Background: an optimization exercise with open tools, aiming at small area, a short achievable clock period and few clock cycles. Do not read the settings as production practice.
Function was checked by simulation only, so behaviour that the tests miss may differ from the original.
No activity file was given, so power comes from the tool's default toggle rates.

rev 12:
// wsprer_ddfs
module wsprer_ddfs (
    input             clk,
    input             rst,
    input             bus_we,
    input             bus_re,
    input      [5:0]  bus_addr,
    input      [31:0] bus_wdata,
    output reg [31:0] bus_rdata,
    output            busy,
    input      [31:0] lines_avail,
    input             sched_ready,
    input             lines_lost,
    output     [31:0] line_out,
    output     [31:0] line_oe
);
clock: 10.0 ns
lec_check: 0
abc_clock_period_in_ps: 4500
cap_margin: 20
core_margin: 2
core_utilization: 50
place_density: 0.65
setup_slack_margin: 5
slew_margin: 20
tns_end_percent: 0
run.sh (not shown) runs the stock make flow with config.mk's settings and CLKGATE_MAP_FILE= SYNTH_SCRIPT=/design/flow/synth_recipe.tcl, a recipe that flattens the netlist after the stock synthesis.
Testbench counts of rev 12, summed over its fixed seeds: cycles 4,344.
--- input diff rev 12..rev 13 ---
diff --git a/flow/design.v b/flow/design.v
--- a/flow/design.v
+++ b/flow/design.v
@@ -288,46 +288,42 @@
         if (e_delay && dcnt == 33'd1)
             eph_e = E_SLACK;
         if (e_slack && dcnt[0])
             eph_e = E_LOAD;
     end
     wire push = !torn && (state_h == ST_INIT || state_h == ST_RUN) && sched_ready && !full_h;
     wire        new_ops = (ex_st && st_stopped && div_valid) || sf_ok;
     wire [31:0] acc_new = (pend_is_start || pend_pr) ? 32'd0 : acc;
     wire [63:0] sum_old = {32'd0, acc} + inc;
     wire [63:0] sum_new = {32'd0, acc_new} + div_inc;
     wire [63:0] sch_sum = new_ops ? sum_new : sum_old;
     wire       flush    = clear || st_ok || torn;
-    wire [2:0] lvl_up   = level + 3'd1;
-    wire [2:0] lvl_dn   = level - 3'd1;
-    wire [2:0] level_n  = flush ? {2'd0, push} :
-                          (push && !pop) ? lvl_up : (pop && !push) ? lvl_dn : level;
+    wire [2:0] lvl_base = flush ? 3'd0 : level;
+    wire [2:0] level_n  = lvl_base - {2'd0, pop} + {2'd0, push};
     wire       teardown = clear || torn;
     wire [1:0] state_s  = torn ? ST_STOPPED : state_h;
     wire       promote  = st_init && !clear && (level == 3'd3) && push;
     reg [2:0] result_n;
     always @* begin
         result_n = result;
         if (c_ok)  result_n = R_OK;
         if (c_ill) result_n = R_ILLEGAL;
         if (ex_st)
             result_n = st_fatal ? R_CONFIG : !st_stopped ? R_CONFLICT :
                        (!avail_ok || !div_valid) ? R_CONFIG : R_OK;
         if (ex_sf)
             result_n = (!(st_init || st_run) || !div_valid) ? R_CONFIG : R_OK;
     end
-    wire [31:0] ucnt_up  = (underrun_cnt != 32'hFFFF_FFFF) ? underrun_cnt + 32'd1 : underrun_cnt;
-    wire [31:0] ucnt_n   = st_ok ? 32'd0 :
-                           c_clr ? {31'd0, stall1} :
-                           stall1 ? ucnt_up : underrun_cnt;
+    wire [31:0] ucnt_h   = (c_clr || st_ok) ? 32'd0 : underrun_cnt;
+    wire [31:0] ucnt_n   = (stall1 && ucnt_h != 32'hFFFF_FFFF) ? ucnt_h + 32'd1 : ucnt_h;
     wire [31:0] status = {7'd0, e_phase, out, own, ph, 5'd0, level, 1'b0, result,
                           stalled, stop_pending, state};
     reg [31:0] rd_val;
     always @* begin
         case (bus_addr[5:2])
             4'h1:    rd_val = status;
             4'h2:    rd_val = clk_hz;
             4'h3:    rd_val = target_lo;
             4'h4:    rd_val = target_hi;
             4'h5:    rd_val = underrun_cnt;
             4'h6:    rd_val = inc[31:0];
             4'h7:    rd_val = inc[63:32];
@@ -388,26 +384,26 @@
             if (pop)
                 x_reg <= fifo[rd_ptr];
             underrun_cnt  <= ucnt_n;
             result        <= result_n;
             state         <= promote ? ST_RUN : state_s;
             e_phase       <= teardown ? E_IDLE : promote ? E_LOAD : eph_e;
             stop_pending  <= !torn && sp_h;
             stalled       <= !torn && (e_load ? (!sp_h && empty_h) : stall_h);
             own           <= !teardown && own_h;
             ph            <= !teardown && !st_ok && (drive ? !ph : ph);
             out           <= teardown ? 4'd0 : st_ok ? ~pend_pat :
                              drive ? (ph ? ~pat_a : pat_a) : out;
-            rd_ptr        <= flush ? wr_ptr : pop ? rd_ptr + 2'd1 : rd_ptr;
-            wr_ptr        <= push ? wr_ptr + 2'd1 : wr_ptr;
+            rd_ptr        <= flush ? wr_ptr : rd_ptr + {1'b0, pop};
+            wr_ptr        <= wr_ptr + {1'b0, push};
             level         <= level_n;
             pend          <= div_start || (pend && !exec);
             bus_rdata     <= rd_ok ? rd_val : 32'd0;
         end
         if (e_phase == E_DRIVE)
             dcnt <= (x_reg != 32'd0) ? {x_reg, 1'b0} : 33'd2;
         else if (e_phase == E_DELAY && dcnt == 33'd1)
             dcnt <= 33'd2;
         else
             dcnt <= dcnt - 33'd1;
         if (level != 3'd4)
             fifo[wr_ptr] <= sch_sum[63:32];
--- outcome ---
- Rev 13 against rev 12; via count is up slightly.
- Rev 12 → rev 13: flip-flop and latch count was more or less identical, first-pass GRT wire length went up 1.5%.
- Per the comparison of rev 13 with rev 12, synthesized area divided by synthesized cell count rose by about 2.5%, leakage power total fell by 0.30 nW.
- | starting density of the core | rev 13 vs rev 12 | ≈ equal |
- Final routed wire length divided by cell count (rev 13 vs. rev 12) increases by a few percent
- Relative to rev 12, relative slew slack has gone down in rev 13.
- Rev 13 vs. rev 12: synthesized-area fraction occupied by xor and xnor cells decreased 0.47 points; worst setup slack higher; clock group share of total power went down.
- Rev 13 gives less last weighted congestion value of the routability-driven placer than rev 12 did.
- The synthesized cell count of rev 13 falls short of that of rev 12 by 1.9%.
- Re total placed cells including tap cells: rev 12 and rev 13 aren't equal, and the higher value belongs to rev 12.
Testbench counts of rev 13, summed over its fixed seeds: cycles 4,344.

========
Setup of old:
wsprer_ddfs with an RTL version that a note above also has.
Size: roughly 7200 cells after synthesis, about 910 flip-flops, ~170 I/O pins, roughly 62000 um2 of cells after synthesis.
Settings: LEC_CHECK=0, ABC_CLOCK_PERIOD_IN_PS=4500, CAP_MARGIN=20, CORE_MARGIN=2, CORE_UTILIZATION=40, PLACE_DENSITY=0.6, SETUP_SLACK_MARGIN=5, SLEW_MARGIN=20, TNS_END_PERCENT=0; clock period 10.0 ns.
Testbench counts of old, summed over its fixed seeds: cycles 4,344.
Relative to old, the following input files were edited for new:
--- a/flow/design.v
+++ b/flow/design.v
@@ -293,32 +293,36 @@
     wire push = !torn && (state_h == ST_INIT || state_h == ST_RUN) && sched_ready && !full_h;
     wire        new_ops = (ex_st && st_stopped && div_valid) || sf_ok;
     wire [31:0] acc_new = (pend_is_start || pend_pr) ? 32'd0 : acc;
     wire [63:0] sum_old = {32'd0, acc} + inc;
     wire [63:0] sum_new = {32'd0, acc_new} + div_inc;
     wire [63:0] sch_sum = new_ops ? sum_new : sum_old;
     wire       flush    = clear || st_ok || torn;
-    wire [2:0] lvl_base = flush ? 3'd0 : level;
-    wire [2:0] level_n  = lvl_base - {2'd0, pop} + {2'd0, push};
+    wire [2:0] lvl_up   = level + 3'd1;
+    wire [2:0] lvl_dn   = level - 3'd1;
+    wire [2:0] level_n  = flush ? {2'd0, push} :
+                          (push && !pop) ? lvl_up : (pop && !push) ? lvl_dn : level;
     wire       teardown = clear || torn;
     wire [1:0] state_s  = torn ? ST_STOPPED : state_h;
     wire       promote  = st_init && !clear && (level == 3'd3) && push;
     reg [2:0] result_n;
     always @* begin
         result_n = result;
         if (c_ok)  result_n = R_OK;
         if (c_ill) result_n = R_ILLEGAL;
         if (ex_st)
             result_n = st_fatal ? R_CONFIG : !st_stopped ? R_CONFLICT :
                        (!avail_ok || !div_valid) ? R_CONFIG : R_OK;
         if (ex_sf)
             result_n = (!(st_init || st_run) || !div_valid) ? R_CONFIG : R_OK;
     end
-    wire [31:0] ucnt_h   = (c_clr || st_ok) ? 32'd0 : underrun_cnt;
-    wire [31:0] ucnt_n   = (stall1 && ucnt_h != 32'hFFFF_FFFF) ? ucnt_h + 32'd1 : ucnt_h;
+    wire [31:0] ucnt_up  = (underrun_cnt != 32'hFFFF_FFFF) ? underrun_cnt + 32'd1 : underrun_cnt;
+    wire [31:0] ucnt_n   = st_ok ? 32'd0 :
+                           c_clr ? {31'd0, stall1} :
+                           stall1 ? ucnt_up : underrun_cnt;
     wire [31:0] status = {7'd0, e_phase, out, own, ph, 5'd0, level, 1'b0, result,
                           stalled, stop_pending, state};
     reg [31:0] rd_val;
     always @* begin
         case (bus_addr[5:2])
             4'h1:    rd_val = status;
             4'h2:    rd_val = clk_hz;
@@ -389,16 +393,16 @@
             e_phase       <= teardown ? E_IDLE : promote ? E_LOAD : eph_e;
             stop_pending  <= !torn && sp_h;
             stalled       <= !torn && (e_load ? (!sp_h && empty_h) : stall_h);
             own           <= !teardown && own_h;
             ph            <= !teardown && !st_ok && (drive ? !ph : ph);
             out           <= teardown ? 4'd0 : st_ok ? ~pend_pat :
                              drive ? (ph ? ~pat_a : pat_a) : out;
-            rd_ptr        <= flush ? wr_ptr : rd_ptr + {1'b0, pop};
-            wr_ptr        <= wr_ptr + {1'b0, push};
+            rd_ptr        <= flush ? wr_ptr : pop ? rd_ptr + 2'd1 : rd_ptr;
+            wr_ptr        <= push ? wr_ptr + 2'd1 : wr_ptr;
             level         <= level_n;
             pend          <= div_start || (pend && !exec);
             bus_rdata     <= rd_ok ? rd_val : 32'd0;
         end
         if (e_phase == E_DRIVE)
             dcnt <= (x_reg != 32'd0) ? {x_reg, 1'b0} : 33'd2;
         else if (e_phase == E_DELAY && dcnt == 33'd1)
Findings:
The total via count in the routed design on new is in line with that on old.
Compared with old, number of multi-input combinational cells in new increased slightly.
The class of the most critical setup path comes out reg2reg in one run and in2reg in the other, namely in new and old respectively.
Looking at standard cell with the maximum stage delay on the critical path, the clkdlybuf4s50_1 result is from old; the fa_1 one comes from new.
The layout net count of new is higher than that of old.
Synthesized cell count went up slightly going from old to new.
Number of cells after detailed placement for new is higher than for old.
[new vs old] fraction of power consumed by combinational cells: lower in new
Looking only at post-synthesis cell type count, and setting everything else aside, the higher value of old and new goes to old.
Against old, new reports a cell area after synthesis that is lower.
Taking old as the reference, in new maximum number of pins on one net before global-route repair picked up an extra 9.7%; overall power consumption shows a reduction of 4.4%; post-detailed-routing wire length shows a reduction of 3000 um; switching power fell by 240 uW.
Testbench counts of new, summed over its fixed seeds: cycles 4,344.

-- what the ideal ports hide --
The results above use ideal ports. As a check the final layouts listed here were re-extracted and re-timed, cells and wires unchanged.
Step 1, drivers: a clkbuf_16 drives clk and a buf_2 each remaining input, both assumed.
Step 2 also shifts input and output timing later by t, the mid clock arrival at the registers, as if the neighbouring blocks saw the same clock.
Three values: no drivers, after step 1, after step 2; two values: the first two.
| run | t, ns | setup slack, ns | worst slew at a driven data input, ns |
|---|---|---|---|
| rev 12 | 0.792 | 3.443 / 3.443 / 2.963 | 0.06 |
| rev 13 | 0.816 | 3.517 / 3.540 / 2.747 | 0.07 |
| old | 0.815 | 3.407 / 3.460 / 2.645 | 0.08 |
| new | 0.816 | 3.535 / 3.535 / 2.894 | 0.08 |
After both steps every run listed still meets setup and hold. The setup slack of rev 13, which loses most, moves by +0.023 ns with the drivers and by -0.770 ns with both steps.
